This is an optimization exercise on Yosys and OpenROAD, whose aim is small area, a short achievable clock period and few clock cycles, not a production implementation.
RTL that was checked went through simulation tests only; none was proved equivalent to the original.
Only the layout flow was run in runs 1 and 2; the RTL was not checked for function there.
Power is estimated from default activity; no workload was simulated.

### flow/flow/run.sh
#!/bin/bash
# Layout flow: the standard ORFS flow, with the input and output port
# buffers inserted as sky130_fd_sc_hd__buf_2 instead of the default cell.
set -euo pipefail
export BUFFER_PORTS_ARGS="-buffer_cell sky130_fd_sc_hd__buf_2"
export SETUP_SLACK_MARGIN=6.9
bash standard.sh finish > standard_flow.log 2>&1
### flow/standard.sh
#!/bin/bash
# synth_recipe.tcl (not shown) runs the flow's synth.tcl, then flattens the netlist and writes it again
# the make line also repeats each setting of config.mk as NAME=value (left out here)
make -C /OpenROAD-flow-scripts/flow DESIGN_CONFIG=/design/flow/config.mk WORK_HOME=/design/flow/orfs CLKGATE_MAP_FILE= SYNTH_SCRIPT=/design/flow/synth_recipe.tcl "${@:-finish}"
### flow/config.mk
export PLATFORM = sky130hd
export DESIGN_NAME = lhb_rx
export DESIGN_NICKNAME = lhb_rx
export VERILOG_FILES = /design/flow/design.v
export SDC_FILE = /design/flow/constraint.sdc
export NUM_CORES = 4
export LEC_CHECK = 0
export CAP_MARGIN = 20
export CORE_MARGIN = 2
export CORE_UTILIZATION = 70
export CTS_CLUSTER_DIAMETER = 80
export CTS_CLUSTER_SIZE = 24
export PLACE_DENSITY = 0.85
export SLEW_MARGIN = 20
### flow/constraint.sdc
create_clock -name core_clock -period 10.0 [get_ports {clk}]
set_input_delay 2.0000 -clock core_clock [delete_from_list [all_inputs] [get_ports {clk}]]
set_output_delay 2.0000 -clock core_clock [all_outputs]
set_load 0.01 [all_outputs]
### flow/design.v
module lhb_rx #(
    parameter FRAME_CAP = 100            
) (
    input  wire        clk,
    input  wire        rst,              
    input  wire        rx_valid,
    input  wire [7:0]  rx_data,
    output wire        rx_ready,
    output wire        m_valid,
    output wire [7:0]  m_data,
    output wire        m_last,
    output wire        m_empty,          
    input  wire        m_ready,
    output wire        e_valid,
    output wire [3:0]  e_code,
    output wire [7:0]  e_arg,
    output wire [15:0] e_len,
    output wire [3:0]  e_stat,
    input  wire        e_ready
);
    localparam RD_TAP   = FRAME_CAP - 1;     
    localparam RING_LEN = FRAME_CAP + 1;     
    localparam SW       = 7;                 
    localparam [1:0] E_FRAME_OVERFLOW = 2'd1;
    localparam [1:0] E_SYNC_LOST      = 2'd2;
    localparam [1:0] E_DECODE_ERROR   = 2'd3;
    reg  [8*RING_LEN-1:0] ring;
    wire [7:0] ring_last = ring[8*RING_LEN-1 -: 8];
    wire [7:0] rd_x      = ring[8*RD_TAP+7 -: 8];       
    reg        rdy_q;                    
    reg        ib_v;                     
    reg        ib_z;                     
    reg [7:0]  ib_d;
    reg        s_start;                  
    reg        s_acc0;                   
    reg        s_accb;                   
    reg        s_end;                    
    reg [6:0]  flen;                     
    reg        f_full;                   
    reg [6:0]  wblk;                     
    reg        f_bend;                   
    reg        live;                     
    reg        wrapped;                  
    reg [SW-1:0] ostage;                 
    reg [SW-1:0] nstage;                 
    reg        f_otap;                   
    reg        f_otop;                   
    reg        f_nzero;                  
    reg        f_ntap;                   
    reg        f_ntop;                   
    reg        r_sep;                    
    reg        r_pend;                   
    reg        r_body;                   
    reg        r_skip;                   
    reg [6:0]  rblk;                     
    reg        f_rone;                   
    reg        rz_x, rz_nx;              
    reg [5:0]  wseq, rseq;
    reg [5:0]  bq0, bq1;
    reg        bqv0, bqv1;
    reg        bq_pop_q;                 
    reg        vh_q;                     
    reg        vg_q;                     
    reg        mv_q, ml_q, me_q;
    reg [7:0]  md_q;
    reg        m1_v, m1_l, m1_e;
    reg [7:0]  m1_d;
    reg        ev_q;
    reg [1:0]  ec_q;
    reg        es_q;
    reg [7:0]  ea_q;
    reg [6:0]  el_q;
    assign rx_ready = rdy_q;
    assign m_valid  = mv_q;
    assign m_data   = md_q;
    assign m_last   = ml_q;
    assign m_empty  = me_q;
    assign e_valid  = ev_q;
    assign e_code   = {2'b00, ec_q};
    assign e_arg    = ea_q;
    assign e_len    = {9'd0, el_q};
    assign e_stat   = {es_q, 3'b000};
    wire slot_free = !live || (!f_otop && !wrapped);
    wire slot_next = slot_free && f_nzero;
    wire c_sync_lost = s_start && !ib_z;
    wire c_first     = s_acc0 && !ib_z;
    wire c_end       = s_accb && ib_z;
    wire c_data      = s_accb && !ib_z && !f_full;
    wire c_overflow  = s_accb && !ib_z && f_full;
    wire c_dec_err   = c_end && !f_bend;
    wire need_err    = c_sync_lost || c_dec_err || c_overflow;
    wire c_bad       = c_dec_err || c_overflow;
    wire w_ok = (!need_err || !ev_q) &&
                (!c_first || slot_free) &&
                (!s_accb || slot_next) &&
                (!c_bad || !bqv1);
    wire w_take = ib_v && w_ok;
    wire wr_body = w_take && (c_first || c_data);
    wire wr_term = w_take && s_accb && !c_data;
    wire wr_fill = !s_accb && slot_free;
    wire wrote   = wr_body || wr_term || wr_fill;
    wire v_bad   = w_take && c_bad;
    wire e_raise = w_take && need_err;
    wire [6:0] blk_load = ib_d[7] ? 7'h7F : ib_d[6:0];
    wire at_tap  = live && f_otap;
    wire r_one   = r_sep && !rz_x && rz_nx;               
    wire r_need  = r_one || r_pend;                       
    wire r_emit  = (r_need && vg_q) || r_body;
    wire r_nx_ok = !(r_sep && !rz_x && f_ntap);           
    wire r_can   = at_tap && (!r_need || vh_q) && r_nx_ok;
    wire r_take  = r_can && (!r_emit || !m1_v);
    wire v_pop   = r_take && r_need;
    wire m_emit  = r_take && r_emit;
    wire m_pop   = !mv_q || m_ready;                      
    wire [7:0] n_d = f_rone ? 8'h00 : rd_x;
    wire n_l = rz_nx;
    wire n_e = r_sep;
    wire r_last    = r_take && f_ntap;           
    wire live_d    = wrote || (live && !r_last);
    wire [SW-1:0] ostage_d = (!live || r_last) ? {SW{1'b0}} :
                             r_take ? ostage :
                             f_otop ? {SW{1'b0}} : ostage + 1'b1;
    wire [SW-1:0] nstage_d = (wrote || f_ntop) ? {SW{1'b0}} : nstage + 1'b1;
    wire otop_d    = live && f_otap && !r_take;
    wire wrapped_d = !f_ntop && (wrapped || (live && f_otop));
    reg [5:0] bq0_d, bq1_d;
    reg       bqv0_d, bqv1_d;
    always @* begin
        if (bq_pop_q) begin
            bq0_d = bq1;  bqv0_d = bqv1;
            bq1_d = bq1;  bqv1_d = 1'b0;
        end else begin
            bq0_d = bq0;  bqv0_d = bqv0;
            bq1_d = bq1;  bqv1_d = bqv1;
        end
        if (v_bad) begin
            if (!bqv0_d) begin bq0_d = wseq; bqv0_d = 1'b1; end
            else         begin bq1_d = wseq; bqv1_d = 1'b1; end
        end
    end
    wire [5:0] wseq_d = wseq + wr_term;
    wire [5:0] rseq_d = rseq + v_pop;
    wire free_c  = !otop_d && !wrapped_d;
    wire wrote_c = slot_free && (!s_accb || (ib_v && f_nzero && !ev_q && !bqv1));
    wire cont_c  = wrote_c || f_ntop;
    wire ev_c    = (ib_v && need_err) || (ev_q && !e_ready);
    wire bq_c    = !bqv1 && !(bqv0 && ib_v && s_accb && (ib_z ? !f_bend : f_full));
    wire rdy_d   = free_c && cont_c && !ev_c && bq_c;
    always @(posedge clk) begin
        ring  <= {ring[8*(RING_LEN-1)-1:0],
                  wrote ? (wr_body ? ib_d : 8'h00) : ring_last};
        rz_x  <= (ring[8*(RD_TAP-1)+7 -: 8] == 8'h00);
        rz_nx <= (ring[8*(RD_TAP-2)+7 -: 8] == 8'h00);
        if (w_take || !ib_v) begin
            ib_d <= rx_data;
            ib_z <= (rx_data == 8'h00);
        end
        ostage  <= ostage_d;
        nstage  <= nstage_d;
        f_otap  <= live && !r_last && (r_take || (ostage == RD_TAP-1));
        f_otop  <= otop_d;
        f_nzero <= wrote || f_ntop;
        f_ntap  <= !wrote && (nstage == RD_TAP-1);
        f_ntop  <= !wrote && f_ntap;
        if (s_start) begin
            flen   <= 7'd0;
            f_full <= 1'b0;
        end else if (wr_body) begin
            flen   <= flen + 1'b1;
            f_full <= (flen == FRAME_CAP-1);
        end
        if (w_take && (c_first || (c_data && f_bend))) begin
            wblk   <= blk_load;
            f_bend <= (blk_load == 7'd1);
        end else if (w_take && c_data) begin
            wblk   <= wblk - 1'b1;
            f_bend <= (wblk == 7'd2);
        end
        if (r_take && (r_sep || f_rone)) begin
            rblk   <= rd_x[6:0];
            f_rone <= (rd_x[6:0] == 7'd1);
        end else if (r_take) begin
            rblk   <= rblk - 1'b1;
            f_rone <= (rblk == 7'd2);
        end
        bq0 <= bq0_d;
        bq1 <= bq1_d;
        if (m_pop) begin
            md_q <= m1_v ? m1_d : n_d;
            ml_q <= m1_v ? m1_l : n_l;
            me_q <= m1_v ? m1_e : n_e;
        end
        if (!m1_v) begin
            m1_d <= n_d;
            m1_l <= n_l;
            m1_e <= n_e;
        end
        if (!ev_q) begin
            ec_q <= c_sync_lost ? E_SYNC_LOST : c_overflow ? E_FRAME_OVERFLOW : E_DECODE_ERROR;
            es_q <= c_dec_err;
            ea_q <= c_dec_err ? 8'h00 : ib_d;
            el_q <= c_sync_lost ? 7'd0 : c_overflow ? FRAME_CAP[6:0] : flen;
        end
    end
    always @(posedge clk) begin
        if (rst) begin
            rdy_q    <= 1'b1;
            ib_v     <= 1'b0;
            s_start  <= 1'b1;
            s_acc0   <= 1'b0;
            s_accb   <= 1'b0;
            s_end    <= 1'b0;
            live     <= 1'b0;
            wrapped  <= 1'b0;
            r_sep    <= 1'b1;
            r_pend   <= 1'b0;
            r_body   <= 1'b0;
            r_skip   <= 1'b0;
            wseq     <= 6'd0;
            rseq     <= 6'd0;
            bqv0     <= 1'b0;
            bqv1     <= 1'b0;
            bq_pop_q <= 1'b0;
            vh_q     <= 1'b0;
            vg_q     <= 1'b1;
            mv_q     <= 1'b0;
            m1_v     <= 1'b0;
            ev_q     <= 1'b0;
        end else begin
            rdy_q   <= rdy_d;
            ib_v    <= (rx_valid && rdy_q) || (ib_v && !w_take);
            if (w_take) begin
                s_start <= (s_end && ib_z) || c_end;
                s_acc0  <= (s_start && ib_z) || (s_acc0 && ib_z);
                s_accb  <= c_first || c_data;
                s_end   <= c_sync_lost || c_overflow || (s_end && !ib_z);
            end
            live    <= live_d;
            wrapped <= wrapped_d;
            if (r_take) begin
                r_sep  <= (r_sep && (rz_x || rz_nx)) || (r_skip && rz_x) ||
                          ((r_pend && vg_q) || r_body) && rz_nx;
                r_pend <= r_sep && !rz_x && !rz_nx;
                r_body <= ((r_pend && vg_q) || r_body) && !rz_nx;
                r_skip <= (r_skip && !rz_x) || (r_pend && !vg_q);
            end
            wseq     <= wseq_d;
            rseq     <= rseq_d;
            bqv0     <= bqv0_d;
            bqv1     <= bqv1_d;
            bq_pop_q <= v_pop && !vg_q;
            vh_q     <= (wseq_d != rseq_d);
            vg_q     <= !(bqv0_d && bq0_d == rseq_d);
            if (m_pop) begin
                mv_q <= m1_v || m_emit;
                m1_v <= 1'b0;
            end else if (m_emit)
                m1_v <= 1'b1;
            ev_q <= e_raise || (ev_q && !e_ready);
        end
    end
endmodule
==> results of run 1 <==
-- power by group --
| group | switching (W) | internal (W) |
|---|---|---|
| clock | 0.00108 | 0.000850 |
| combinational | 0.0000328 | 0.0000186 |
| sequential | 0.0000195 | 0.00383 |
-- metal layers --
metal	up-vias	share of wire [%]	track usage, %
met4	0	1.9	5.097
met3	49	4.7	3.253
met5	-	0	0
met1	4458	45	26.65
met2	206	48	32.30
li1	4647	-	-
-- Yosys cell counts, types with 5 or more instances --
library cell	count	area, µm²
sky130_fd_sc_hd__o21a_1	6	45.04
sky130_fd_sc_hd__nor3_1	13	65.06
sky130_fd_sc_hd__buf_2	6	30.03
sky130_fd_sc_hd__edfxtp_1	59	1772
sky130_fd_sc_hd__o21ai_0	21	105.1
sky130_fd_sc_hd__nand2b_1	5	31.28
sky130_fd_sc_hd__xnor2_1	25	219.0
sky130_fd_sc_hd__a21oi_1	35	175.2
sky130_fd_sc_hd__dfxtp_1	885	17720
sky130_fd_sc_hd__inv_1	24	90.09
sky130_fd_sc_hd__ha_1	13	162.7
sky130_fd_sc_hd__clkbuf_1	11	41.29
sky130_fd_sc_hd__nand3_1	16	80.08
sky130_fd_sc_hd__mux2_2	9	101.4
sky130_fd_sc_hd__nand2_1	34	127.6
sky130_fd_sc_hd__or4_1	6	45.04
sky130_fd_sc_hd__or3_1	6	37.54
sky130_fd_sc_hd__nor2_1	71	266.5
sky130_fd_sc_hd__buf_4	16	120.1
sky130_fd_sc_hd__xor2_1	14	122.6
sky130_fd_sc_hd__nand4_1	6	37.54
sky130_fd_sc_hd__nor2b_1	15	93.84
sky130_fd_sc_hd__and2_1	11	68.82
sky130_fd_sc_hd__mux2i_1	7	70.07
sky130_fd_sc_hd__a22o_1	16	140.1
-- registers in the layout, indices dropped and copies added, names as in the netlist, 7 cells and up --
register  count
ring        808
ib_d          8
nstage        7
el_q          7
ea_q          8
ostage        7
flen          7
wblk          7
m1_d          8
md_q          8
rblk          7
-- worst paths after layout --
kind / end / cells past startpoint
hold / removal: ring[144]$_DFF_P_ / 0
setup reg to reg: vg_q$_SDFF_PP1_ / 13
setup / recovery: e_len[0] / 1
hold reg to reg: ring[144]$_DFF_P_ / 0
-- final cells by class --
| type | instances | area (µm²) |
|---|---|---|
| Sequential cell | 944 | 19500 |
| Fill cell | 1760 | 7276 |
| Multi-Input combinational cell | 403 | 2615 |
| Clock buffer | 56 | 1189 |
| Tap cell | 402 | 503.0 |
| Timing Repair Buffer | 46 | 237.7 |
| Inverter | 25 | 97.59 |
| Clock inverter | 3 | 52.55 |
| Timing Repair inverter | 1 | 5.005 |
-- cell families after synthesis --
group | Yosys count | share of synthesized area (%)
mux | 16 | 0.7680
simple gates | 213 | 4.995
buf+inv | 61 | 1.362
fa+ha+maj | 13 | 0.7288
compound gates | 108 | 3.285
flops | 944 | 87.31
xor+xnor | 39 | 1.530
other cells | 1 | 0.01680
-- metrics by stage --
step                utilization, %  power [W]  instance area [µm²]  cells
floorplan                        -   0.003969                22370   1408
global placement             72.69   0.003983                22880   1817
detailed placement           72.69   0.003987                22880   1817
CTS                          76.68   0.005876                24130   1877
global route                 76.88   0.006023                24200   1880
finish                       76.88   0.005829                24200   1880
-- repair_timing --
action,CTS,global route
endpoints found under the hold margin,0,0
resized for setup,4,12
setup endpoints to repair,26,28
buffers inserted,1,2
gates cloned,0,1
==> qor_table.md, run 1 <==
| Result | Reported | Unit |
| --- | --- | --- |
| Initial antenna violation count | 3 | - |
| Final net count | 1492 | - |
| CP startpoint kind | flip-flop | - |
| Aggregate routed wire length | 31660 | µm |
| Max_slew headroom | 49.36 | % |
| Post-route DRC violation count | 0 | - |
| Insertion delay to the later sink of the worst-skew pair | 0.57 | ns |
| Maximum number of pins on one net before global-route repair | 31 | - |
| Delay of the slowest cell on the worst path | 0.41 | ns |
| Via Count | 9360 | - |
| # Max-Cap Violations | 0 | - |
| Critical path required time | 8.00 | ns |
| Hold Buf Count CTS | 0 | - |
| Startpoint of the most critical hold path | ring[136]$_DFF_P_ | - |
| First-pass iteration count of the detailed router | 5 | - |
| Avg WL per Cell | 16.84 | µm |
| Synthesis-stage register bit count | 944 | - |
| Avg Synthesized Cell Area | 16.00 | µm² |
| I/O Pins | 58 | - |
| Buffers from clock root to sink, at most | 3 | - |
| Starting Density | 70.92 | % |
| Final max-slew violation count | 0 | - |
| Slew at the pin closest to its max-slew limit | 0.7568 | ns |
| Via/cell ratio | 4.979 | - |
| Cell count after synthesis | 1395 | - |
| Die width | 182.6 | µm |
| Area of the core | 31470 | µm² |
| Maximum achievable frequency | 0.3189 | GHz |
| Fin crit period | 3.136 | ns |
| Type of the setup path with the least slack | flip-flop to output pin | - |
| Area of the mapped netlist | 22320 | µm² |
| DP HPWL | 17750 | µm |
| Number of flops mapped to enable cells by yosys | 59 | - |
| Buf+Inv Stages, Crit Path | 1 | - |
| Hold crit path type | flip-flop to flip-flop | - |
| Final period util | 31.36 | % |
| Final worst clock skew | 0.02032 | ns |
| Synth Flop Type | sky130_fd_sc_hd__dfxtp_1 | - |
| Weighted congestion at the end of routability-driven global placement | 0.8344 | - |
| Hold Vio Cnt, Final | 0 | - |
| Vertical die dimension | 182.6 | µm |
| Quantity of I/O buffers inserted on ports | 43 | - |
| Die area | 33330 | µm² |
| Ys Warns | 1 | - |
| Number of violations reported at the end of detailed-routing iteration 0 | 601 | - |
| Most common library cell in the layout ignoring fill and taps | sky130_fd_sc_hd__dfxtp_1 | - |
| Leakage power | 9.554 | nW |
| Number of nets with antenna violations after routing | 0 | - |
| Share of flip-flops with an asynchronous set or reset | 0 | % |
| Number of levels the H-tree was split into | 2 | - |
| Reg2reg start | rz_x$_DFF_P_ | - |
| Worst setup margin | 6.864 | ns |
| Arr. time, crit path | 1.14 | ns |
| Num rows | 65 | - |
| Number of buffers inserted during clock tree synthesis | 45 | - |
| Share of layout cells above drive strength 1 | 8.796 | % |
| Clock transition at path regs | 0.10 | ns |
| Global-route congestion overflow total | 0 | - |
| Run status | timing/DRC/antenna clean | - |
| Maximum vdd ir drop | 0.1794 | mV |
| Setup tns final | 0 | ns |
| Cell class contributing the biggest share of worst-path delay | flip-flops | - |
| Startpoint of the most critical setup path | el_q[0]$_SDFFCE_PP0N_ | - |
| Setup violations, final | 0 | - |
| Clock sink count | 944 | - |
| Cells traversed along the worst timing path | buf_2 | - |
| Largest driver fanout on the critical path | 1 | - |
| Commonest non-fill, non-tap cells in the layout | sky130_fd_sc_hd__dfxtp_1, sky130_fd_sc_hd__nor2_1, sky130_fd_sc_hd__edfxtp_1 | - |
| Wire length of the first global-routing pass | 50370 | µm |
| Overall Global Routing Usage | 19.35 | % |
| Via count of the first global-routing pass | 9477 | - |
| Number of antenna cells inserted | 0 | - |
| Cell with the largest stage delay on the worst path | sky130_fd_sc_hd__edfxtp_1 | - |
| RSZ-0062 raised after global routing | true | - |
| CTS tree | done | - |
| Ratio of total power to cell area | 240.9 | nW/µm² |
| P&R area growth vs syn | 8.414 | % |
| Sequential element share of the synthesized area | 87.31 | % |
| Endpoint kind of the worst setup timing path | output pin | - |
| Distinct cell type count of the synthesized netlist | 62 | - |
| DP Worst Slack | 6.655 | ns |
| Slack of the worst reg-to-reg path | 6.99 | ns |
| Minimum hold slack | 0.3228 | ns |
| Cell chosen for the clock root | sky130_fd_sc_hd__clkbuf_16 | - |
==> inputs of run 2 (changes only) <==
--- a/flow/flow/run.sh
+++ b/flow/flow/run.sh
@@ -5,3 +5,2 @@
 export BUFFER_PORTS_ARGS="-buffer_cell sky130_fd_sc_hd__buf_2"
-export SETUP_SLACK_MARGIN=6.9
 bash standard.sh finish > standard_flow.log 2>&1
==> run 2 against run 1 <==
Die area did not move; first-iteration DRC count rose by 1.5%; synthesized area did not move; via count fell by 0.19%; cell count fell by 0.21%; clock skew rose by 0.0046 ns; core utilization fell by 0.25 points; critical path depth rose by 12; hold slack got worse by 0.00098 ns.
==> qor_table.md, run 2 <==
| Result | Reported | Unit |
| --- | --- | --- |
| Run status | timing/DRC/antenna clean | - |
| Aggregate routed wire length | 31420 | µm |
| Most common library cell in the layout ignoring fill and taps | sky130_fd_sc_hd__dfxtp_1 | - |
| Global-route congestion overflow total | 0 | - |
| Synth Flop Type | sky130_fd_sc_hd__dfxtp_1 | - |
| Cells taking the most area after synthesis | sky130_fd_sc_hd__dfxtp_1, sky130_fd_sc_hd__edfxtp_1, sky130_fd_sc_hd__nor2_1, sky130_fd_sc_hd__xnor2_1, sky130_fd_sc_hd__a21oi_1 | - |
| Leakage power | 9.524 | nW |
| Overall Global Routing Usage | 19.33 | % |
| Cell chosen for the clock root | sky130_fd_sc_hd__clkbuf_16 | - |
| Number of flops mapped to enable cells by yosys | 59 | - |
| Fin crit period | 3.218 | ns |
| Library cell occupying the most area in the post-synthesis netlist | sky130_fd_sc_hd__dfxtp_1 | - |
| Ys Warns | 1 | - |
| Ratio of total power to cell area | 241.6 | nW/µm² |
| Combinational group share of total power | 0.8 | % |
| Num rows | 65 | - |
| Hold crit path type | flip-flop to flip-flop | - |
| Commonest non-fill, non-tap cells in the layout | sky130_fd_sc_hd__dfxtp_1, sky130_fd_sc_hd__nor2_1, sky130_fd_sc_hd__edfxtp_1 | - |
| Synthesis-stage register bit count | 944 | - |
| Avg WL per Cell | 16.75 | µm |
| Maximum vdd ir drop | 0.1794 | mV |
| Share of flip-flops with an asynchronous set or reset | 0 | % |
| Number of levels the H-tree was split into | 2 | - |
| Number of antenna cells inserted | 0 | - |
| Insertion delay to the later sink of the worst-skew pair | 0.58 | ns |
| Die width | 182.6 | µm |
| Setup repair bufs after CTS | 0 | - |
| Most repeated cell in the gate-level netlist after synthesis | sky130_fd_sc_hd__dfxtp_1 | - |
| Gates resized, CTS repair | 0 | - |
| Number of violations reported at the end of detailed-routing iteration 0 | 610 | - |
| Via/cell ratio | 4.980 | - |
| Die area | 33330 | µm² |
| Clock sink count | 944 | - |
| Setup tns final | 0 | ns |
| Synth top cells by count | sky130_fd_sc_hd__dfxtp_1, sky130_fd_sc_hd__nor2_1, sky130_fd_sc_hd__edfxtp_1 | - |
| Weighted congestion at the end of routability-driven global placement | 0.8344 | - |
| I/O Pins | 58 | - |
| Avg Synthesized Cell Area | 16.00 | µm² |
| Fill cell count | 1768 | - |
| Hold Buf Count CTS | 0 | - |
| Starting Density | 70.92 | % |
| Via Count | 9342 | - |
| Buffers from clock root to sink, at most | 3 | - |
| DP HPWL | 17750 | µm |
| Maximum number of pins on one net before global-route repair | 31 | - |
| Max FFs per register | 808 | - |
| RSZ-0062 raised after global routing | false | - |
| Area of the mapped netlist | 22320 | µm² |
| Max_slew headroom | 50.23 | % |
| Final worst clock skew | 0.02491 | ns |
| Hold Vio Cnt, Final | 0 | - |
| CTS tree | done | - |
| Post-route DRC violation count | 0 | - |
| Arr. time, crit path | 3.66 | ns |
| Share of layout cells above drive strength 1 | 7.598 | % |
| Quantity of I/O buffers inserted on ports | 43 | - |
| Type of the setup path with the least slack | flip-flop to flip-flop | - |
| Net Sw Power | 0.001129 | W |
| Fraction of power spent switching nets | 19.37 | % |
| Critical path required time | 10.44 | ns |
| Internal power | 0.004699 | W |
| Area of the core | 31470 | µm² |
| CP startpoint kind | flip-flop | - |
| Vertical die dimension | 182.6 | µm |
| Endpoint kind of the worst setup timing path | flip-flop | - |
| Clock power share | 33.1 | % |
| Relative contribution of sequential cells to total power | 66.1 | % |
| Slew at the pin closest to its max-slew limit | 0.7458 | ns |
| P&R area growth vs syn | 8.055 | % |
| Sequential element share of the synthesized area | 87.31 | % |
| Via count of the first global-routing pass | 9455 | - |
| Clock transition at path regs | 0.10 | ns |
| Setup violations, final | 0 | - |
| Final net count | 1488 | - |
| Number of buffers inserted during clock tree synthesis | 45 | - |
| Maximum achievable frequency | 0.3107 | GHz |
| Final max-slew violation count | 0 | - |
| Distinct cell type count of the synthesized netlist | 62 | - |
| Largest driver fanout on the critical path | 7 | - |
| Final period util | 32.18 | % |
| First-pass iteration count of the detailed router | 5 | - |
| Area share of the largest cell type after synthesis | 79.38 | % |
| Largest Register | ring | - |
| Initial antenna violation count | 3 | - |
| Cell count after synthesis | 1395 | - |
| Number of nets with antenna violations after routing | 0 | - |
| Minimum hold slack | 0.3218 | ns |
| Wire length of the first global-routing pass | 50310 | µm |
| # Max-Cap Violations | 0 | - |
## run 2: cell counts after synthesis
Identical to the previous run, type by type.
## run 2: per-stage QoR
| stage | cell area [µm²] | instances | util, % | setup WS [ns] | power [W] |
|---|---|---|---|---|---|
| floorplan | 22370 | 1408 | - | 7.114 | 0.003969 |
| global placement | 22880 | 1817 | 72.69 | 6.663 | 0.003983 |
| detailed placement | 22880 | 1817 | 72.69 | 6.655 | 0.003987 |
| CTS | 24120 | 1876 | 76.63 | 6.794 | 0.005876 |
| global route | 24120 | 1876 | 76.63 | 6.541 | 0.006021 |
| finish | 24120 | 1876 | 76.63 | 6.782 | 0.005828 |
## run 2: cell type report
class                   instances  area, µm²  share of cell area, %
clock buffers                  56       1189                  4.928
repair buffers                 43      215.2                 0.8923
multi-input cells             403       2576                  10.68
flip-flops and latches        944      19490                  80.81
well taps                     402      503.0                  2.085
clock inverters                 3      52.55                 0.2179
inverters                      25      93.84                 0.3891
## run 2: power groups by stage
| stage | sequential [W] | clock (W) | combinational, W |
|---|---|---|---|
| after CTS | 0.00385 | 0.00197 | 0.0000491 |
| final | 0.00385 | 0.00193 | 0.0000492 |
| after detailed placement | 0.00394 | 0 | 0.0000485 |
| after floorplan | 0.00393 | 0 | 0.0000367 |
| after global routing | 0.00386 | 0.00211 | 0.0000537 |
| after global placement | 0.00394 | 0 | 0.0000467 |
## run 2: logic make-up after synthesis
family / after synthesis / synth area share (%)
AOI/OAI and AO/OA: 108 / 3.285
xor gates and xnor gates: 39 / 1.530
adders and majority gates: 13 / 0.7288
buffers and inverters: 61 / 1.362
DFF: 944 / 87.31
muxes: 16 / 0.7680
other: 1 / 0.01680
and+or+nand+nor: 213 / 4.995
## run 2: layer usage
metal	GRT usage (%)	up-vias	part of all wire [%]
met2	32.17	208	48
met4	5.097	0	2.0
met3	3.253	52	4.7
met5	0	-	0
li1	-	4640	-
met1	26.70	4442	45
## run 2: worst paths after layout
| check | depth (start not counted) | endpoint | slack (ns) | startpoint |
|---|---|---|---|---|
| max | 13 | vg_q$_SDFF_PP1_ | 6.78 | r_sep$_SDFFE_PP1N_ |
| min | 0 | ring[144]$_DFF_P_ | 0.32 | ring[136]$_DFF_P_ |
| max reg2reg | 13 | vg_q$_SDFF_PP1_ | 6.78 | r_sep$_SDFFE_PP1N_ |
| min reg2reg | 0 | ring[144]$_DFF_P_ | 0.32 | ring[136]$_DFF_P_ |
## run 2: critical path: stages, from the launching register on
cell and delay [ns]:
sky130_fd_sc_hd__dfxtp_1 0.43, sky130_fd_sc_hd__nor2b_1 0.28, sky130_fd_sc_hd__a21oi_1 0.16, sky130_fd_sc_hd__o21a_1 0.27, sky130_fd_sc_hd__nand2_1 0.24, sky130_fd_sc_hd__nor2_1 0.10, sky130_fd_sc_hd__ha_1 0.23, sky130_fd_sc_hd__ha_1 0.24
sky130_fd_sc_hd__xnor2_1 0.22, sky130_fd_sc_hd__a221oi_1 0.31, sky130_fd_sc_hd__o32ai_1 0.14, sky130_fd_sc_hd__o31a_1 0.28, sky130_fd_sc_hd__nor2_1 0.10, sky130_fd_sc_hd__o211ai_1 0.08
==> inputs of run 3 (changes only) <==
--- a/flow/design.v
+++ b/flow/design.v
@@ -142,2 +142,9 @@
     wire [5:0] rseq_d = rseq + v_pop;
+    wire eq_w  = (wseq == rseq);
+    wire eq_w1 = (wseq + 1'b1 == rseq);
+    wire eq_b0 = (bq0 == rseq);
+    wire eq_b1 = (bq1 == rseq);
+    wire vh_d  = wr_term ? !eq_w1 : !eq_w;
+    wire push0 = v_bad && !(bq_pop_q ? bqv1 : bqv0);    
+    wire vg_d  = !(push0 ? eq_w : bqv0_d && (bq_pop_q ? eq_b1 : eq_b0));
     wire free_c  = !otop_d && !wrapped_d;
@@ -251,4 +258,4 @@
             bq_pop_q <= v_pop && !vg_q;
-            vh_q     <= (wseq_d != rseq_d);
-            vg_q     <= !(bqv0_d && bq0_d == rseq_d);
+            vh_q     <= vh_d;
+            vg_q     <= vg_d;
             if (m_pop) begin
--- a/flow/flow/run.sh
+++ b/flow/flow/run.sh
@@ -5,2 +5,3 @@
 export BUFFER_PORTS_ARGS="-buffer_cell sky130_fd_sc_hd__buf_2"
+export SETUP_SLACK_MARGIN=6.9
 bash standard.sh finish > standard_flow.log 2>&1
==> run 3 against run 2 <==
Register-to-register slack gained 0.41 ns; global-route usage increased by 1.3 points; highest routed layer unchanged; critical path depth down 12; routed wire length grew 7.0%; cell area grew 0.32%; largest power group unchanged; sequential power increased by 1%.
==> qor_table.md, run 3 <==
| Result | Reported | Unit |
| --- | --- | --- |
| Cells traversed along the worst timing path | buf_2 | - |
| Buf+Inv Stages, Crit Path | 1 | - |
| Cells taking the most area after synthesis | sky130_fd_sc_hd__dfxtp_1, sky130_fd_sc_hd__edfxtp_1, sky130_fd_sc_hd__nor2_1, sky130_fd_sc_hd__ha_1, sky130_fd_sc_hd__mux2_2 | - |
| Number of nets with antenna violations after routing | 0 | - |
| Via/cell ratio | 5.131 | - |
| I/O Pins | 58 | - |
| Wire length of the first global-routing pass | 53820 | µm |
| Type of the setup path with the least slack | flip-flop to output pin | - |
| Endpoint kind of the worst setup timing path | output pin | - |
| Relative contribution of sequential cells to total power | 66.4 | % |
| Cell chosen for the clock root | sky130_fd_sc_hd__clkbuf_16 | - |
| Cell class contributing the biggest share of worst-path delay | flip-flops | - |
| Arr. time, crit path | 1.15 | ns |
| Hold Buf Count CTS | 0 | - |
| Net Sw Power | 0.001152 | W |
| RSZ-0062 raised after global routing | true | - |
| Clock transition at path regs | 0.09 | ns |
| Die area | 33480 | µm² |
| Sequential element share of the synthesized area | 86.91 | % |
| Number of flops mapped to enable cells by yosys | 59 | - |
| Vertical die dimension | 183.0 | µm |
| Global-route congestion overflow total | 0 | - |
| Maximum achievable frequency | 0.3173 | GHz |
| Combinational group share of total power | 1.2 | % |
| Most Used Layer, Global Route | met2 | - |
| Ratio of total power to cell area | 242.8 | nW/µm² |
| Post-route DRC violation count | 0 | - |
| Initial antenna violation count | 1 | - |
| Share of flip-flops with an asynchronous set or reset | 0 | % |
| Quantity of I/O buffers inserted on ports | 43 | - |
| Setup violations, final | 0 | - |
| Met3 capacity usage during global routing | 3.733 | % |
| Cell with the largest stage delay on the worst path | sky130_fd_sc_hd__edfxtp_1 | - |
| Internal power | 0.004723 | W |
| Largest Register | ring | - |
| Avg WL per Cell | 17.90 | µm |
| Overall Global Routing Usage | 20.67 | % |
| Fin crit period | 3.152 | ns |
| Leakage power | 9.507 | nW |
| Number of violations reported at the end of detailed-routing iteration 0 | 817 | - |
| Starting Density | 71.06 | % |
| Run status | timing/DRC/antenna clean | - |
| Met1 global-route usage | 26.67 | % |
| Share of layout cells above drive strength 1 | 8.328 | % |
| Crit. path cell count | 1 | - |
| DP HPWL | 19170 | µm |
| Maximum number of pins on one net before global-route repair | 36 | - |
| Depth of the worst register-to-register path | 5 | - |
| Avg Synthesized Cell Area | 16.02 | µm² |
| CP startpoint kind | flip-flop | - |
| Area of the core | 31560 | µm² |
| Die width | 183.0 | µm |
| Number of buffers inserted during clock tree synthesis | 45 | - |
| Most common library cell in the layout ignoring fill and taps | sky130_fd_sc_hd__dfxtp_1 | - |
| Number of antenna cells inserted | 0 | - |
| Hold depth | 0 | - |
| Library cell occupying the most area in the post-synthesis netlist | sky130_fd_sc_hd__dfxtp_1 | - |
| Final period util | 31.52 | % |
| Insertion delay to the later sink of the worst-skew pair | 0.57 | ns |
| Area of the mapped netlist | 22420 | µm² |
| Critical path required time | 8.00 | ns |
| Final net count | 1491 | - |
| Area share of the largest cell type after synthesis | 79.01 | % |
| First-pass iteration count of the detailed router | 6 | - |
| Most repeated cell in the gate-level netlist after synthesis | sky130_fd_sc_hd__dfxtp_1 | - |
| CTS tree | done | - |
| Aggregate routed wire length | 33630 | µm |
| Fraction of power spent switching nets | 19.61 | % |
| Via Count | 9642 | - |
| Slack of the worst reg-to-reg path | 7.19 | ns |
| Num rows | 65 | - |
| Hold crit path type | flip-flop to flip-flop | - |
| Maximum vdd ir drop | 0.2028 | mV |
| Met2 usage | 35.58 | % |
| Final worst clock skew | 0.02582 | ns |
| # Max-Cap Violations | 0 | - |
| Delay of the slowest cell on the worst path | 0.43 | ns |
| Clock power share | 32.4 | % |
| Slew at the pin closest to its max-slew limit | 1.104 | ns |
| Synthesis-stage register bit count | 944 | - |
| Distinct cell type count of the synthesized netlist | 65 | - |
| Number of levels the H-tree was split into | 2 | - |
| Via count of the first global-routing pass | 10210 | - |
| Cell count after synthesis | 1400 | - |
| Clock sink count | 944 | - |
| Final max-slew violation count | 0 | - |
| Setup repair bufs after CTS | 0 | - |
| Largest driver fanout on the critical path | 1 | - |
| Weighted congestion at the end of routability-driven global placement | 0.8091 | - |
| Hold Vio Cnt, Final | 0 | - |
| Commonest non-fill, non-tap cells in the layout | sky130_fd_sc_hd__dfxtp_1, sky130_fd_sc_hd__edfxtp_1, sky130_fd_sc_hd__nor2_1 | - |
| Max FFs per register | 808 | - |
| Setup tns final | 0 | ns |
| Synth Flop Type | sky130_fd_sc_hd__dfxtp_1 | - |
| Synth top cells by count | sky130_fd_sc_hd__dfxtp_1, sky130_fd_sc_hd__edfxtp_1, sky130_fd_sc_hd__nor2_1 | - |
| Share of the core filled with cells in the final layout | 76.68 | % |
| P&R area growth vs syn | 7.901 | % |
| Buffers from clock root to sink, at most | 3 | - |
| Ys Warns | 1 | - |
| Max_slew headroom | 25.92 | % |
[run 3: cell types whose count changed after synthesis, moves of 4 or more]
| cell | previous run | this run |
|---|---|---|
| sky130_fd_sc_hd__a21boi_0 | 0 | 4 |
| sky130_fd_sc_hd__a21oi_1 | 35 | 27 |
| sky130_fd_sc_hd__clkbuf_1 | 11 | 21 |
| sky130_fd_sc_hd__mux2_2 | 9 | 15 |
| sky130_fd_sc_hd__nand4b_1 | 0 | 5 |
| sky130_fd_sc_hd__nor2_1 | 71 | 51 |
| sky130_fd_sc_hd__nor3_1 | 13 | 21 |
| sky130_fd_sc_hd__nor4_1 | 3 | 10 |
| sky130_fd_sc_hd__o21a_1 | 6 | 2 |
| sky130_fd_sc_hd__o31ai_1 | 1 | 5 |
| sky130_fd_sc_hd__or4_1 | 6 | 11 |
| sky130_fd_sc_hd__xnor2_1 | 25 | 18 |
[run 3: layout make-up]
| type | instances | area, µm² |
|---|---|---|
| Sequential cell | 944 | 19490 |
| Fill cell | 1731 | 7360 |
| Multi-Input combinational cell | 407 | 2684 |
| Clock buffer | 57 | 1171 |
| Tap cell | 402 | 503.0 |
| Timing Repair Buffer | 45 | 230.2 |
| Inverter | 21 | 82.58 |
| Clock inverter | 3 | 33.78 |
[run 3: power by group through the flow]
stage	combinational (W)	clock [W]	sequential, W
finish	0.0000705	0.00190	0.00390
global route	0.0000772	0.00208	0.00391
CTS	0.0000701	0.00195	0.00390
floorplan	0.0000536	0	0.00397
global placement	0.0000649	0	0.00398
detailed placement	0.0000688	0	0.00399
[run 3: metal layers]
metal	vias up	part of all wire (%)	wire, µm
met5	-	0	0
met4	0	2.7	899
met3	72	4.7	1583
met2	258	50	16790
met1	4628	43	14360
li1	4684	-	-
[run 3: repair_timing]
| item | in CTS | in global routing |
|---|---|---|
| hold endpoints to repair | 0 | 0 |
| gates resized for setup | 1 | 2 |
| endpoints found under the setup margin | 26 | 31 |
[run 3: logic make-up after synthesis]
group	Yosys count	synth area share, %
adder cells (fa/ha/maj)	14	0.7812
XOR/XNOR	34	1.328
AND/OR/NAND/NOR	216	5.267
buffers and inverters	62	1.339
flip-flops	944	86.91
AO/OA/AOI/OAI	104	3.158
multiplexers	25	1.200
other	1	0.01672
[run 3: worst paths after layout]
kind	from	end
setup / recovery	el_q[2]$_SDFFCE_PP0N_	e_len[2]
hold / removal	ring[462]$_DFF_P_	ring[470]$_DFF_P_
setup reg to reg	m1_v$_SDFFE_PP0P_	ostage[6]$_SDFFE_PN0P_
hold reg to reg	ring[462]$_DFF_P_	ring[470]$_DFF_P_
[run 3: metrics by stage]
stage | cell area (µm²) | hold WS [ns] | setup WS [ns] | cells | power (W)
after detailed placement | 22980 | 0.3121 | 7.011 | 1819 | 0.004054
after floorplan | 22470 | 0.3096 | 7.265 | 1413 | 0.004025
after global routing | 24200 | 0.3307 | 6.801 | 1879 | 0.006063
after CTS | 24190 | 0.3242 | 6.816 | 1879 | 0.005922
final | 24200 | 0.3262 | 6.848 | 1879 | 0.005874
after global placement | 22980 | 0.3117 | 7.069 | 1819 | 0.004046
Testbench counts of run 3, summed over its fixed seeds: cycles 11,733.
==> inputs of run 4 (changes only) <==
--- a/flow/flow/run.sh
+++ b/flow/flow/run.sh
@@ -5,3 +5,2 @@
 export BUFFER_PORTS_ARGS="-buffer_cell sky130_fd_sc_hd__buf_2"
-export SETUP_SLACK_MARGIN=6.9
 bash standard.sh finish > standard_flow.log 2>&1
==> run 4 against run 3 <==
Core utilization about the same; fmax about the same; synthesized area unchanged; largest power group unchanged; clock power about the same; non-clock buffer count unchanged.
==> qor_table.md, run 4 <==
| Result | Reported | Unit |
| --- | --- | --- |
| Avg WL per Cell | 17.95 | µm |
| Distinct cell type count of the synthesized netlist | 65 | - |
| Via Count | 9679 | - |
| Setup violations, final | 0 | - |
| Ys Warns | 1 | - |
| Synth top cells by count | sky130_fd_sc_hd__dfxtp_1, sky130_fd_sc_hd__edfxtp_1, sky130_fd_sc_hd__nor2_1 | - |
| Endpoint kind of the worst setup timing path | output pin | - |
| Initial antenna violation count | 1 | - |
| P&R area growth vs syn | 7.873 | % |
| Vertical die dimension | 183.0 | µm |
| Area of the core | 31560 | µm² |
| Run status | timing/DRC/antenna clean | - |
| Die width | 183.0 | µm |
| Area share of the largest cell type after synthesis | 79.01 | % |
| Hold Vio Cnt, Final | 0 | - |
| Maximum achievable frequency | 0.3173 | GHz |
| CP startpoint kind | flip-flop | - |
| Area of the mapped netlist | 22420 | µm² |
| Leakage power | 9.507 | nW |
| Commonest non-fill, non-tap cells in the layout | sky130_fd_sc_hd__dfxtp_1, sky130_fd_sc_hd__edfxtp_1, sky130_fd_sc_hd__nor2_1 | - |
| Number of buffers inserted during clock tree synthesis | 45 | - |
| Most repeated cell in the gate-level netlist after synthesis | sky130_fd_sc_hd__dfxtp_1 | - |
| DP Worst Slack | 7.011 | ns |
| Avg Synthesized Cell Area | 16.02 | µm² |
| Slew at the pin closest to its max-slew limit | 1.101 | ns |
| Cell with the largest stage delay on the worst path | sky130_fd_sc_hd__edfxtp_1 | - |
| Insertion delay to the later sink of the worst-skew pair | 0.57 | ns |
| Final max-slew violation count | 0 | - |
| Synth Flop Type | sky130_fd_sc_hd__dfxtp_1 | - |
| Number of violations reported at the end of detailed-routing iteration 0 | 859 | - |
| # Max-Cap Violations | 0 | - |
| Sequential element share of the synthesized area | 86.91 | % |
| Cells traversed along the worst timing path | buf_2 | - |
| Worst setup margin | 6.849 | ns |
| Post-route DRC violation count | 0 | - |
| Wire length of the first global-routing pass | 53820 | µm |
| Maximum number of pins on one net before global-route repair | 36 | - |
| Cell chosen for the clock root | sky130_fd_sc_hd__clkbuf_16 | - |
| Type of the setup path with the least slack | flip-flop to output pin | - |
| Max FFs per register | 808 | - |
| Largest Register | ring | - |
| Library cell occupying the most area in the post-synthesis netlist | sky130_fd_sc_hd__dfxtp_1 | - |
| Ratio of total power to cell area | 243.0 | nW/µm² |
| Weighted congestion at the end of routability-driven global placement | 0.8091 | - |
| Clock sink count | 944 | - |
| Share of layout cells above drive strength 1 | 8.125 | % |
| Critical path required time | 8.00 | ns |
| Number of flops mapped to enable cells by yosys | 59 | - |
| Delay of the slowest cell on the worst path | 0.43 | ns |
| Setup tns final | 0 | ns |
| Buf+Inv Stages, Crit Path | 1 | - |
| Synthesis-stage register bit count | 944 | - |
| Largest driver fanout on the critical path | 1 | - |
| Slack of the worst reg-to-reg path | 7.03 | ns |
| Via count of the first global-routing pass | 10210 | - |
| Fin crit period | 3.151 | ns |
| Quantity of I/O buffers inserted on ports | 43 | - |
| I/O Pins | 58 | - |
| Cell count after synthesis | 1400 | - |
| Aggregate routed wire length | 33730 | µm |
| Setup repair bufs after CTS | 0 | - |
| Final worst clock skew | 0.02940 | ns |
| Starting Density | 71.06 | % |
| Cell class contributing the biggest share of worst-path delay | flip-flops | - |
| First-pass iteration count of the detailed router | 5 | - |
| Via/cell ratio | 5.151 | - |
| Gates resized, CTS repair | 0 | - |
| CTS tree | done | - |
| Number of levels the H-tree was split into | 2 | - |
| Final period util | 31.51 | % |
| Buffers from clock root to sink, at most | 3 | - |
| Number of nets with antenna violations after routing | 0 | - |
| Share of flip-flops with an asynchronous set or reset | 0 | % |
| Minimum hold slack | 0.3262 | ns |
| Global-route congestion overflow total | 0 | - |
| Cells taking the most area after synthesis | sky130_fd_sc_hd__dfxtp_1, sky130_fd_sc_hd__edfxtp_1, sky130_fd_sc_hd__nor2_1, sky130_fd_sc_hd__ha_1, sky130_fd_sc_hd__mux2_2 | - |
| Die area | 33480 | µm² |
| Maximum vdd ir drop | 0.2029 | mV |
| DP HPWL | 19170 | µm |
| Number of antenna cells inserted | 0 | - |
| Arr. time, crit path | 1.15 | ns |
| RSZ-0062 raised after global routing | false | - |
| Num rows | 65 | - |
| Max_slew headroom | 26.11 | % |
| Most common library cell in the layout ignoring fill and taps | sky130_fd_sc_hd__dfxtp_1 | - |
| Hold Buf Count CTS | 0 | - |
| Overall Global Routing Usage | 20.67 | % |
| Hold crit path type | flip-flop to flip-flop | - |
| Clock transition at path regs | 0.09 | ns |
| Final net count | 1491 | - |
[run 4: layout make-up]
type	instances	area, µm²
fillers	1734	7366
inverters	21	78.83
flip-flops and latches	944	19490
repair buffers	45	230.2
clock inverters	3	33.78
well taps	402	503.0
clock buffers	57	1171
multi-input cells	407	2684
[run 4: cell families after synthesis]
family	Yosys count	synth area share, %
compound gates	104	3.158
xor+xnor	34	1.328
fa+ha+maj	14	0.7812
buf+inv	62	1.339
flops	944	86.91
mux	25	1.200
other cells	1	0.01672
simple gates	216	5.267
[run 4: path summary, 6_finish.rpt]
kind,start,to,cells after the start
max reg2reg,ev_q$_SDFF_PP0_,wseq[5]$_SDFF_PP0_,8
min,ring[462]$_DFF_P_,ring[470]$_DFF_P_,0
min reg2reg,ring[462]$_DFF_P_,ring[470]$_DFF_P_,0
max,el_q[2]$_SDFFCE_PP0N_,e_len[2],1
[run 4: metrics by stage]
| step | util (%) | instance area (µm²) | total power, W | cells |
|---|---|---|---|---|
| finish | 76.66 | 24190 | 0.005878 | 1879 |
| CTS | 76.66 | 24190 | 0.005922 | 1879 |
| global route | 76.66 | 24190 | 0.006062 | 1879 |
| floorplan | - | 22470 | 0.004025 | 1413 |
| detailed placement | 72.84 | 22980 | 0.004054 | 1819 |
| global placement | 72.84 | 22980 | 0.004046 | 1819 |
[run 4: power breakdown]
group / leakage (nW) / switching [W] / internal, W
Combinational: 1.18 / 0.0000460 / 0.0000247
Clock: 0.585 / 0.00107 / 0.000834
Sequential: 7.75 / 0.0000348 / 0.00386
Total: 9.51 / 0.00116 / 0.00472
[run 4: layer usage]
| layer | wire length (µm) | GRT usage, % | vias up |
|---|---|---|---|
| li1 | - | - | 4689 |
| met1 | 14420 | 26.67 | 4651 |
| met2 | 16750 | 35.58 | 267 |
| met3 | 1651 | 3.733 | 72 |
| met4 | 916 | 7.008 | 0 |
| met5 | 0 | 0 | - |
==> inputs of run 5 (changes only) <==
--- a/flow/config.mk
+++ b/flow/config.mk
@@ -10,4 +10,5 @@
 export CORE_UTILIZATION = 70
-export CTS_CLUSTER_DIAMETER = 80
-export CTS_CLUSTER_SIZE = 24
+export CTS_BUF_LIST = sky130_fd_sc_hd__clkbuf_8
+export CTS_CLUSTER_DIAMETER = 60
+export CTS_CLUSTER_SIZE = 16
 export PLACE_DENSITY = 0.85
==> run 5 against run 4 <==
Core utilization fell by 0.31 points; fmax is 1.8% lower; sequential power hardly changed; cell area is 0.40% lower; via count decreased by 0.27%; sequential share of layout area up 0.32 points; sequential cell count unchanged; critical path type unchanged; largest cell class unchanged.
==> qor_table.md, run 5 <==
| Result | Reported | Unit |
| --- | --- | --- |
| Setup tns final | 0 | ns |
| Area after DPL | 22980 | µm² |
| Final worst clock skew | 0.03410 | ns |
| Buffers from clock root to sink, at most | 3 | - |
| Max_slew headroom | 26.41 | % |
| Sequential element share of the synthesized area | 86.91 | % |
| Die width | 183.0 | µm |
| Buf+Inv Stages, Crit Path | 1 | - |
| DP Worst Slack | 7.011 | ns |
| Startpoint of the most critical setup path | el_q[2]$_SDFFCE_PP0N_ | - |
| Depth of the worst register-to-register path | 8 | - |
| Cell Count Post-Placement | 1819 | - |
| Maximum number of pins on one net before global-route repair | 36 | - |
| Via/cell ratio | 5.054 | - |
| Crit Reg-Reg Endpoint | wseq[5]$_SDFF_PP0_ | - |
| Ratio of total power to cell area | 237.7 | nW/µm² |
| Leakage power | 9.538 | nW |
| Area of the mapped netlist | 22420 | µm² |
| Avg WL per Cell | 16.76 | µm |
| Slack of the worst reg-to-reg path | 7.02 | ns |
| Share of layout cells above drive strength 1 | 10.01 | % |
| Total non-filler cell area in the finished layout | 24090 | µm² |
| Largest Register | ring | - |
| Cell class contributing the biggest share of worst-path delay | flip-flops | - |
| Via count of the first global-routing pass | 10080 | - |
| Synth Flop Type | sky130_fd_sc_hd__dfxtp_1 | - |
| Delay of the slowest cell on the worst path | 0.43 | ns |
| Maximum vdd ir drop | 0.2042 | mV |
| Cells traversed along the worst timing path | buf_2 | - |
| Hold crit path type | flip-flop to flip-flop | - |
| CTS tree | done | - |
| Distinct cell type count of the synthesized netlist | 65 | - |
| Clock sink count | 944 | - |
| Critical path required time | 8.00 | ns |
| Clock transition at path regs | 0.11 | ns |
| Via Count | 9653 | - |
| Quantity of I/O buffers inserted on ports | 43 | - |
| Setup violations, final | 0 | - |
| Cells taking the most area after synthesis | sky130_fd_sc_hd__dfxtp_1, sky130_fd_sc_hd__edfxtp_1, sky130_fd_sc_hd__nor2_1, sky130_fd_sc_hd__ha_1, sky130_fd_sc_hd__mux2_2 | - |
| Number of flops mapped to enable cells by yosys | 59 | - |
| Area share of the largest cell type after synthesis | 79.01 | % |
| Crit. path cell count | 1 | - |
| Setup repair bufs after CTS | 0 | - |
| Vertical die dimension | 183.0 | µm |
| Cell with the largest stage delay on the worst path | sky130_fd_sc_hd__edfxtp_1 | - |
| First-pass iteration count of the detailed router | 5 | - |
| Final period util | 32.08 | % |
| Die area | 33480 | µm² |
| Hold Vio Cnt, Final | 0 | - |
| Weighted congestion at the end of routability-driven global placement | 0.8091 | - |
| Gates resized, CTS repair | 0 | - |
| Ys Warns | 1 | - |
| DP HPWL | 19170 | µm |
| Synth top cells by count | sky130_fd_sc_hd__dfxtp_1, sky130_fd_sc_hd__edfxtp_1, sky130_fd_sc_hd__nor2_1 | - |
| Avg Synthesized Cell Area | 16.02 | µm² |
| Insertion delay to the later sink of the worst-skew pair | 0.62 | ns |
| Wire length of the first global-routing pass | 51560 | µm |
| Number of levels the H-tree was split into | 3 | - |
| Starting Density | 71.06 | % |
| Global-route congestion overflow total | 0 | - |
| Capture point of the worst path | e_len[2] | - |
| Cell chosen for the clock root | sky130_fd_sc_hd__clkbuf_8 | - |
| Fill cell count | 1712 | - |
| Type of the setup path with the least slack | flip-flop to output pin | - |
| Worst setup margin | 6.792 | ns |
| Overall Global Routing Usage | 19.72 | % |
| Layout Cells excl Fill | 1910 | - |
| Initial antenna violation count | 2 | - |
| Most repeated cell in the gate-level netlist after synthesis | sky130_fd_sc_hd__dfxtp_1 | - |
| Endpoint kind of the worst setup timing path | output pin | - |
| Reg2reg start | ev_q$_SDFF_PP0_ | - |
| Final max-slew violation count | 0 | - |
| CP startpoint kind | flip-flop | - |
| Max FFs per register | 808 | - |
| Number of nets with antenna violations after routing | 0 | - |
| Number of antenna cells inserted | 0 | - |
| Final net count | 1515 | - |
| Cell count after synthesis | 1400 | - |
| Num rows | 65 | - |
| Largest driver fanout on the critical path | 1 | - |
| Most common library cell in the layout ignoring fill and taps | sky130_fd_sc_hd__dfxtp_1 | - |
| Aggregate routed wire length | 32010 | µm |
| Share of the core filled with cells in the final layout | 76.35 | % |
| Run status | timing/DRC/antenna clean | - |
| Number of buffers inserted during clock tree synthesis | 69 | - |
| Slew at the pin closest to its max-slew limit | 1.097 | ns |
| Maximum achievable frequency | 0.3117 | GHz |
| Synthesis-stage register bit count | 944 | - |
| Area of the core | 31560 | µm² |
| # Max-Cap Violations | 0 | - |
| Number of violations reported at the end of detailed-routing iteration 0 | 818 | - |
| I/O Pins | 58 | - |
| P&R area growth vs syn | 7.443 | % |
| Library cell occupying the most area in the post-synthesis netlist | sky130_fd_sc_hd__dfxtp_1 | - |
| Hold Buf Count CTS | 0 | - |
| Share of flip-flops with an asynchronous set or reset | 0 | % |
| Fin crit period | 3.208 | ns |
| RSZ-0062 raised after global routing | false | - |
| Arr. time, crit path | 1.21 | ns |
| Commonest non-fill, non-tap cells in the layout | sky130_fd_sc_hd__dfxtp_1, sky130_fd_sc_hd__clkbuf_8, sky130_fd_sc_hd__edfxtp_1 | - |
| Post-route DRC violation count | 0 | - |
## run 5: cell counts after synthesis
Identical to the previous run, type by type.
## run 5: layout make-up
type / count / area, µm² / area share (%)
Multi-Input combinational cell: 407 / 2684 / 11.14
Clock buffer: 70 / 963.4 / 3.999
Sequential cell: 944 / 19490 / 80.89
Timing Repair Buffer: 45 / 230.2 / 0.9555
Inverter: 21 / 78.83 / 0.3272
Tap cell: 402 / 503.0 / 2.088
Clock inverter: 21 / 145.1 / 0.6024
## run 5: worst min path at each step
stage	to	depth (start not counted)	slack, ns	from
floorplan	ring[100]$_DFF_P_	0	0.31	ring[92]$_DFF_P_
global route	ring[218]$_DFF_P_	0	0.31	ring[210]$_DFF_P_
global placement	ring[166]$_DFF_P_	0	0.31	ring[158]$_DFF_P_
finish	ring[218]$_DFF_P_	0	0.31	ring[210]$_DFF_P_
CTS	ring[218]$_DFF_P_	0	0.30	ring[210]$_DFF_P_
detailed placement	ring[137]$_DFF_P_	0	0.31	ring[129]$_DFF_P_
## run 5: layer usage
layer	share of wire (%)	global-route usage [%]	vias to the layer above
met2	48	32.15	266
met1	45	26.59	4585
li1	-	-	4736
met3	5.5	4.369	66
met5	0	0	-
met4	2.4	6.496	0
## run 5: stage by stage
step,power (W),hold slack [ns]
CTS,0.005779,0.3003
detailed placement,0.004054,0.3121
global placement,0.004046,0.3117
global route,0.005931,0.3061
finish,0.005727,0.3081
floorplan,0.004025,0.3096
## run 5: power breakdown
group / internal [W] / switching [W]
clock network: 0.000679 / 0.00108
logic: 0.0000247 / 0.0000452
registers: 0.00386 / 0.0000341
total: 0.00457 / 0.00116
## run 5: kinds of logic after synthesis
family                   count (synthesis)  synth area share, %
flip-flops                             944                86.91
other                                    1              0.01672
AND/OR/NAND/NOR                        216                5.267
AO/OA/AOI/OAI                          104                3.158
adder cells (fa/ha/maj)                 14               0.7812
XOR/XNOR                                34                1.328
multiplexers                            25                1.200
buffers and inverters                   62                1.339
==> inputs of run 6 (changes only) <==
--- a/flow/config.mk
+++ b/flow/config.mk
@@ -9,7 +9,7 @@
 export CORE_MARGIN = 2
-export CORE_UTILIZATION = 70
+export CORE_UTILIZATION = 80
 export CTS_BUF_LIST = sky130_fd_sc_hd__clkbuf_8
 export CTS_CLUSTER_DIAMETER = 60
-export CTS_CLUSTER_SIZE = 16
-export PLACE_DENSITY = 0.85
+export CTS_CLUSTER_SIZE = 18
+export PLACE_DENSITY = 0.9
 export SLEW_MARGIN = 20
==> run 6 against run 5 <==
Still clean on timing, DRC and antenna; global-route usage is 5.9 points higher; routed wire length grew 13%; synthesized cell count did not move; core utilization grew 9.7 points; cell area down 1.0%; largest power group unchanged.
==> qor_table.md, run 6 <==
| Result | Reported | Unit |
| --- | --- | --- |
| Run status | timing/DRC/antenna clean | - |
| Largest Register | ring | - |
| Maximum achievable frequency | 0.3098 | GHz |
| Cells taking the most area after synthesis | sky130_fd_sc_hd__dfxtp_1, sky130_fd_sc_hd__edfxtp_1, sky130_fd_sc_hd__nor2_1, sky130_fd_sc_hd__ha_1, sky130_fd_sc_hd__mux2_2 | - |
| RSZ-0062 raised after global routing | false | - |
| Arr. time, crit path | 1.23 | ns |
| Area of the core | 27710 | µm² |
| I/O Pins | 58 | - |
| Synthesized-area fraction occupied by and/or/nand/nor cells | 5.267 | % |
| Critical path required time | 8.00 | ns |
| Fin crit period | 3.228 | ns |
| Leakage power | 9.424 | nW |
| Gates resized, CTS repair | 0 | - |
| Aggregate routed wire length | 36230 | µm |
| Sequential element share of the synthesized area | 86.91 | % |
| Post-Synth XOR/XNOR Area | 1.328 | % |
| Vertical die dimension | 171.4 | µm |
| Initial antenna violation count | 0 | - |
| Number of nets with antenna violations after routing | 0 | - |
| Ys Warns | 1 | - |
| Insertion delay to the later sink of the worst-skew pair | 0.65 | ns |
| Startpoint of the most critical hold path | ring[389]$_DFF_P_ | - |
| Layout Cells excl Fill | 1870 | - |
| Compound-Gate Fraction of Synth Area | 3.158 | % |
| Number of buffers inserted during clock tree synthesis | 58 | - |
| Cell with the largest stage delay on the worst path | sky130_fd_sc_hd__edfxtp_1 | - |
| Main combinational cell family by area after synthesis | simple AND/OR/NAND/NOR gates | - |
| Avg WL per Cell | 19.38 | µm |
| Fill cell count | 1069 | - |
| Die area | 29380 | µm² |
| Most repeated cell in the gate-level netlist after synthesis | sky130_fd_sc_hd__dfxtp_1 | - |
| Hold Vio Cnt, Final | 0 | - |
| Maximum vdd ir drop | 0.1870 | mV |
| Weighted congestion at the end of routability-driven global placement | 0.8513 | - |
| Cell class contributing the biggest share of worst-path delay | flip-flops | - |
| CTS tree | done | - |
| DP HPWL | 22850 | µm |
| Via Count | 10160 | - |
| Number of violations reported at the end of detailed-routing iteration 0 | 832 | - |
| Synth Flop Type | sky130_fd_sc_hd__dfxtp_1 | - |
| Hold crit path type | flip-flop to flip-flop | - |
| Global-route congestion overflow total | 0 | - |
| Cell count after synthesis | 1400 | - |
| Setup violations, final | 0 | - |
| Cell chosen for the clock root | sky130_fd_sc_hd__clkbuf_8 | - |
| Via/cell ratio | 5.434 | - |
| Distinct cell type count of the synthesized netlist | 65 | - |
| Max FFs per register | 808 | - |
| First-pass iteration count of the detailed router | 6 | - |
| Synth Area in Adders | 0.7812 | % |
| Startpoint of the most critical setup path | ea_q[1]$_SDFFCE_PP0N_ | - |
| Die width | 171.4 | µm |
| Num rows | 61 | - |
| Synth top cells by count | sky130_fd_sc_hd__dfxtp_1, sky130_fd_sc_hd__edfxtp_1, sky130_fd_sc_hd__nor2_1 | - |
| Largest driver fanout on the critical path | 1 | - |
| Cell Count Post-Placement | 1796 | - |
| Clock transition at path regs | 0.11 | ns |
| CP startpoint kind | flip-flop | - |
| Area share of the largest cell type after synthesis | 79.01 | % |
| Number of antenna cells inserted | 0 | - |
| Final period util | 32.28 | % |
| Maximum number of pins on one net before global-route repair | 36 | - |
| Share of layout cells above drive strength 1 | 9.115 | % |
| Avg Synthesized Cell Area | 16.02 | µm² |
| Starting Density | 80.94 | % |
| Reg2reg start | live$_SDFF_PP0_ | - |
| Commonest non-fill, non-tap cells in the layout | sky130_fd_sc_hd__dfxtp_1, sky130_fd_sc_hd__edfxtp_1, sky130_fd_sc_hd__clkbuf_8 | - |
| Buffers from clock root to sink, at most | 3 | - |
| Post-route DRC violation count | 0 | - |
| Setup tns final | 0 | ns |
| Area of the mapped netlist | 22420 | µm² |
| P&R area growth vs syn | 6.344 | % |
| Hold Buf Count CTS | 0 | - |
| Via count of the first global-routing pass | 10660 | - |
| Final max-slew violation count | 0 | - |
| Type of the setup path with the least slack | flip-flop to output pin | - |
| Quantity of I/O buffers inserted on ports | 43 | - |
| Clock sink count | 944 | - |
| Final worst clock skew | 0.03666 | ns |
| Wire length of the first global-routing pass | 56840 | µm |
| Minimum hold slack | 0.3089 | ns |
| Overall Global Routing Usage | 25.64 | % |
| Ratio of total power to cell area | 232.9 | nW/µm² |
| Slew at the pin closest to its max-slew limit | 0.8868 | ns |
| Cells traversed along the worst timing path | buf_2 | - |
| Share of flip-flops with an asynchronous set or reset | 0 | % |
| Most common library cell in the layout ignoring fill and taps | sky130_fd_sc_hd__dfxtp_1 | - |
| Delay of the slowest cell on the worst path | 0.44 | ns |
| Final net count | 1505 | - |
| Number of levels the H-tree was split into | 2 | - |
| Max_slew headroom | 40.82 | % |
| Synthesis-stage register bit count | 944 | - |
| Buf+Inv Stages, Crit Path | 1 | - |
| Number of flops mapped to enable cells by yosys | 59 | - |
| Portion of netlist area occupied by mux cells | 1.200 | % |
| # Max-Cap Violations | 0 | - |
| Library cell occupying the most area in the post-synthesis netlist | sky130_fd_sc_hd__dfxtp_1 | - |
| Slack of the worst reg-to-reg path | 6.89 | ns |
| Setup repair bufs after CTS | 0 | - |
| Endpoint kind of the worst setup timing path | output pin | - |
-- run 6: cell counts after synthesis --
No cell type changed its count.
-- run 6: metal layers --
metal / vias to the layer above / wire length (µm) / global-route usage, %
li1: 4715 / - / -
met1: 4828 / 14530 / 32.17
met2: 478 / 17720 / 42.95
met3: 141 / 2270 / 5.062
met4: 0 / 1707 / 12.71
met5: - / 0 / 0
-- run 6: through the flow --
step | instance area, µm² | utilization (%) | setup slack [ns] | total power [W]
floorplan | 22470 | - | 7.265 | 0.004025
global placement | 22960 | 82.88 | 7.070 | 0.004046
detailed placement | 22960 | 82.88 | 6.994 | 0.004062
CTS | 23850 | 86.07 | 6.759 | 0.005579
global route | 23850 | 86.07 | 6.736 | 0.005724
finish | 23850 | 86.07 | 6.772 | 0.005553
-- run 6: report_power, final --
group / switching, W / internal (W)
Sequential: 0.0000372 / 0.00387
Clock: 0.00103 / 0.000541
Combinational: 0.0000506 / 0.0000263
-- run 6: cell type report --
class                      instances  area [µm²]  share of cell area (%)
timing repair buffer              46       237.7                  0.9969
inverter                          21       78.83                  0.3306
sequential                       944       19490                   81.73
tap                              378       473.0                   1.983
clock buffer                      59       812.0                   3.405
multi-input combinational        407        2684                   11.25
clock inverter                    15       72.57                  0.3043
-- run 6: path summary, 6_finish.rpt --
kind / to / depth (start not counted)
setup reg to reg: ostage[0]$_SDFFE_PN0P_ / 6
hold reg to reg: ring[397]$_DFF_P_ / 0
hold / removal: ring[397]$_DFF_P_ / 0
setup / recovery: e_arg[1] / 1
-- run 6: kinds of logic after synthesis --
logic type,after synthesis
flops,944
simple gates,216
compound gates,104
buf+inv,62
xor+xnor,34
mux,25
fa+ha+maj,14
other cells,1
==> inputs of run 7 (changes only) <==
--- a/flow/config.mk
+++ b/flow/config.mk
@@ -9,7 +9,6 @@
 export CORE_MARGIN = 2
-export CORE_UTILIZATION = 80
-export CTS_BUF_LIST = sky130_fd_sc_hd__clkbuf_8
-export CTS_CLUSTER_DIAMETER = 60
-export CTS_CLUSTER_SIZE = 18
-export PLACE_DENSITY = 0.9
+export CORE_UTILIZATION = 60
+export CTS_CLUSTER_DIAMETER = 100
+export CTS_CLUSTER_SIZE = 30
+export PLACE_DENSITY = 0.7
 export SLEW_MARGIN = 20
==> run 7 against run 6 <==
Clock skew shrank 0.012 ns; register-to-register slack gained 0.12 ns; sequential cell count is the same; critical path type unchanged; largest cell class unchanged; largest power group unchanged.
==> qor_table.md, run 7 <==
| Result | Reported | Unit |
| --- | --- | --- |
| Aggregate routed wire length | 27140 | µm |
| Number of nets with antenna violations after routing | 0 | - |
| # Max-Cap Violations | 0 | - |
| Avg Synthesized Cell Area | 16.02 | µm² |
| Most repeated cell in the gate-level netlist after synthesis | sky130_fd_sc_hd__dfxtp_1 | - |
| Initial antenna violation count | 3 | - |
| Endpoint kind of the worst setup timing path | output pin | - |
| Area of the core | 36700 | µm² |
| First-pass iteration count of the detailed router | 5 | - |
| Final max-slew violation count | 0 | - |
| Clock power share | 30.5 | % |
| Delay of the slowest cell on the worst path | 0.42 | ns |
| Die width | 197.3 | µm |
| Wire length of the first global-routing pass | 45420 | µm |
| Distinct cell type count of the synthesized netlist | 65 | - |
| CP startpoint kind | flip-flop | - |
| Setup repair bufs after CTS | 0 | - |
| Vertical die dimension | 197.3 | µm |
| Via/cell ratio | 4.810 | - |
| Post-route DRC violation count | 0 | - |
| Max FFs per register | 808 | - |
| Share of flip-flops with an asynchronous set or reset | 0 | % |
| Number of levels the H-tree was split into | 2 | - |
| Hold Vio Cnt, Final | 0 | - |
| Final period util | 31.44 | % |
| Slew at the pin closest to its max-slew limit | 1.038 | ns |
| Final worst clock skew | 0.02454 | ns |
| Via Count | 9307 | - |
| Library cell occupying the most area in the post-synthesis netlist | sky130_fd_sc_hd__dfxtp_1 | - |
| Maximum achievable frequency | 0.3180 | GHz |
| Die area | 38940 | µm² |
| Cells taking the most area after synthesis | sky130_fd_sc_hd__dfxtp_1, sky130_fd_sc_hd__edfxtp_1, sky130_fd_sc_hd__nor2_1, sky130_fd_sc_hd__ha_1, sky130_fd_sc_hd__mux2_2 | - |
| Run status | timing/DRC/antenna clean | - |
| Max_slew headroom | 30.35 | % |
run 7: final timing paths:
kind | from | to
min | ring[7]$_DFF_P_ | ring[15]$_DFF_P_
max | ea_q[3]$_SDFFCE_PP0N_ | e_arg[3]
min reg2reg | ring[7]$_DFF_P_ | ring[15]$_DFF_P_
max reg2reg | ev_q$_SDFF_PP0_ | wseq[5]$_SDFF_PP0_
run 7: worst register-to-register path: stages (launching register included):
cell                       delay [ns]
sky130_fd_sc_hd__dfxtp_1         0.33
sky130_fd_sc_hd__inv_1           0.54
sky130_fd_sc_hd__a221oi_1        0.24
sky130_fd_sc_hd__nor4b_2         0.71
sky130_fd_sc_hd__and3_1          0.28
sky130_fd_sc_hd__ha_1            0.18
sky130_fd_sc_hd__nand3_1         0.13
sky130_fd_sc_hd__or3_1           0.39
sky130_fd_sc_hd__a21oi_1         0.14
run 7: area by class of cell:
class / count / area [µm²]
well taps: 468 / 585.6
repair buffers: 45 / 230.2
fillers: 2556 / 12600
multi-input cells: 407 / 2684
clock inverters: 2 / 25.02
inverters: 21 / 78.83
flip-flops and latches: 944 / 19490
clock buffers: 47 / 1006
diodes: 1 / 2.502
run 7: stage by stage:
| stage | instance area (µm²) | hold WS (ns) | power [W] | cells | util [%] |
|---|---|---|---|---|---|
| 2_1_floorplan | 22470 | 0.3096 | 0.004025 | 1413 | - |
| 4_1_cts | 24100 | 0.3181 | 0.005754 | 1934 | 65.67 |
| 3_5_place_dp | 23070 | 0.3121 | 0.004049 | 1885 | 62.86 |
| 5_1_grt | 24100 | 0.3297 | 0.005910 | 1934 | 65.67 |
| 6_report | 24100 | 0.3176 | 0.005699 | 1935 | 65.67 |
| 3_3_place_gp | 23070 | 0.3108 | 0.004046 | 1885 | 62.86 |
run 7: cell families after synthesis:
logic type	Yosys count	synth area share, %
other	1	0.01672
AO/OA/AOI/OAI	104	3.158
XOR/XNOR	34	1.328
buffers and inverters	62	1.339
multiplexers	25	1.200
AND/OR/NAND/NOR	216	5.267
adder cells (fa/ha/maj)	14	0.7812
flip-flops	944	86.91
run 7: metal layers:
layer / vias up / GRT usage [%] / routed length [µm]
met5: - / 0 / 0
met2: 131 / 21.07 / 11050
met3: 40 / 2.783 / 1091
met1: 4456 / 21.95 / 14440
li1: 4680 / - / -
met4: 0 / 4.511 / 554
run 7: power by group through the flow:
stage | Combinational (W) | Clock (W) | Sequential (W)
floorplan | 0.0000536 | 0 | 0.00397
global placement | 0.0000650 | 0 | 0.00398
detailed placement | 0.0000668 | 0 | 0.00398
CTS | 0.0000671 | 0.00179 | 0.00390
global route | 0.0000755 | 0.00193 | 0.00391
finish | 0.0000672 | 0.00174 | 0.00390

Setup slack of run 7, layout unchanged: 6.856 ns with ideal ports, 6.807 ns with driving cells assumed (clock clkbuf_16, inputs buf_2), 7.008 ns with port delays also shifted by the 0.598 ns mid clock arrival.
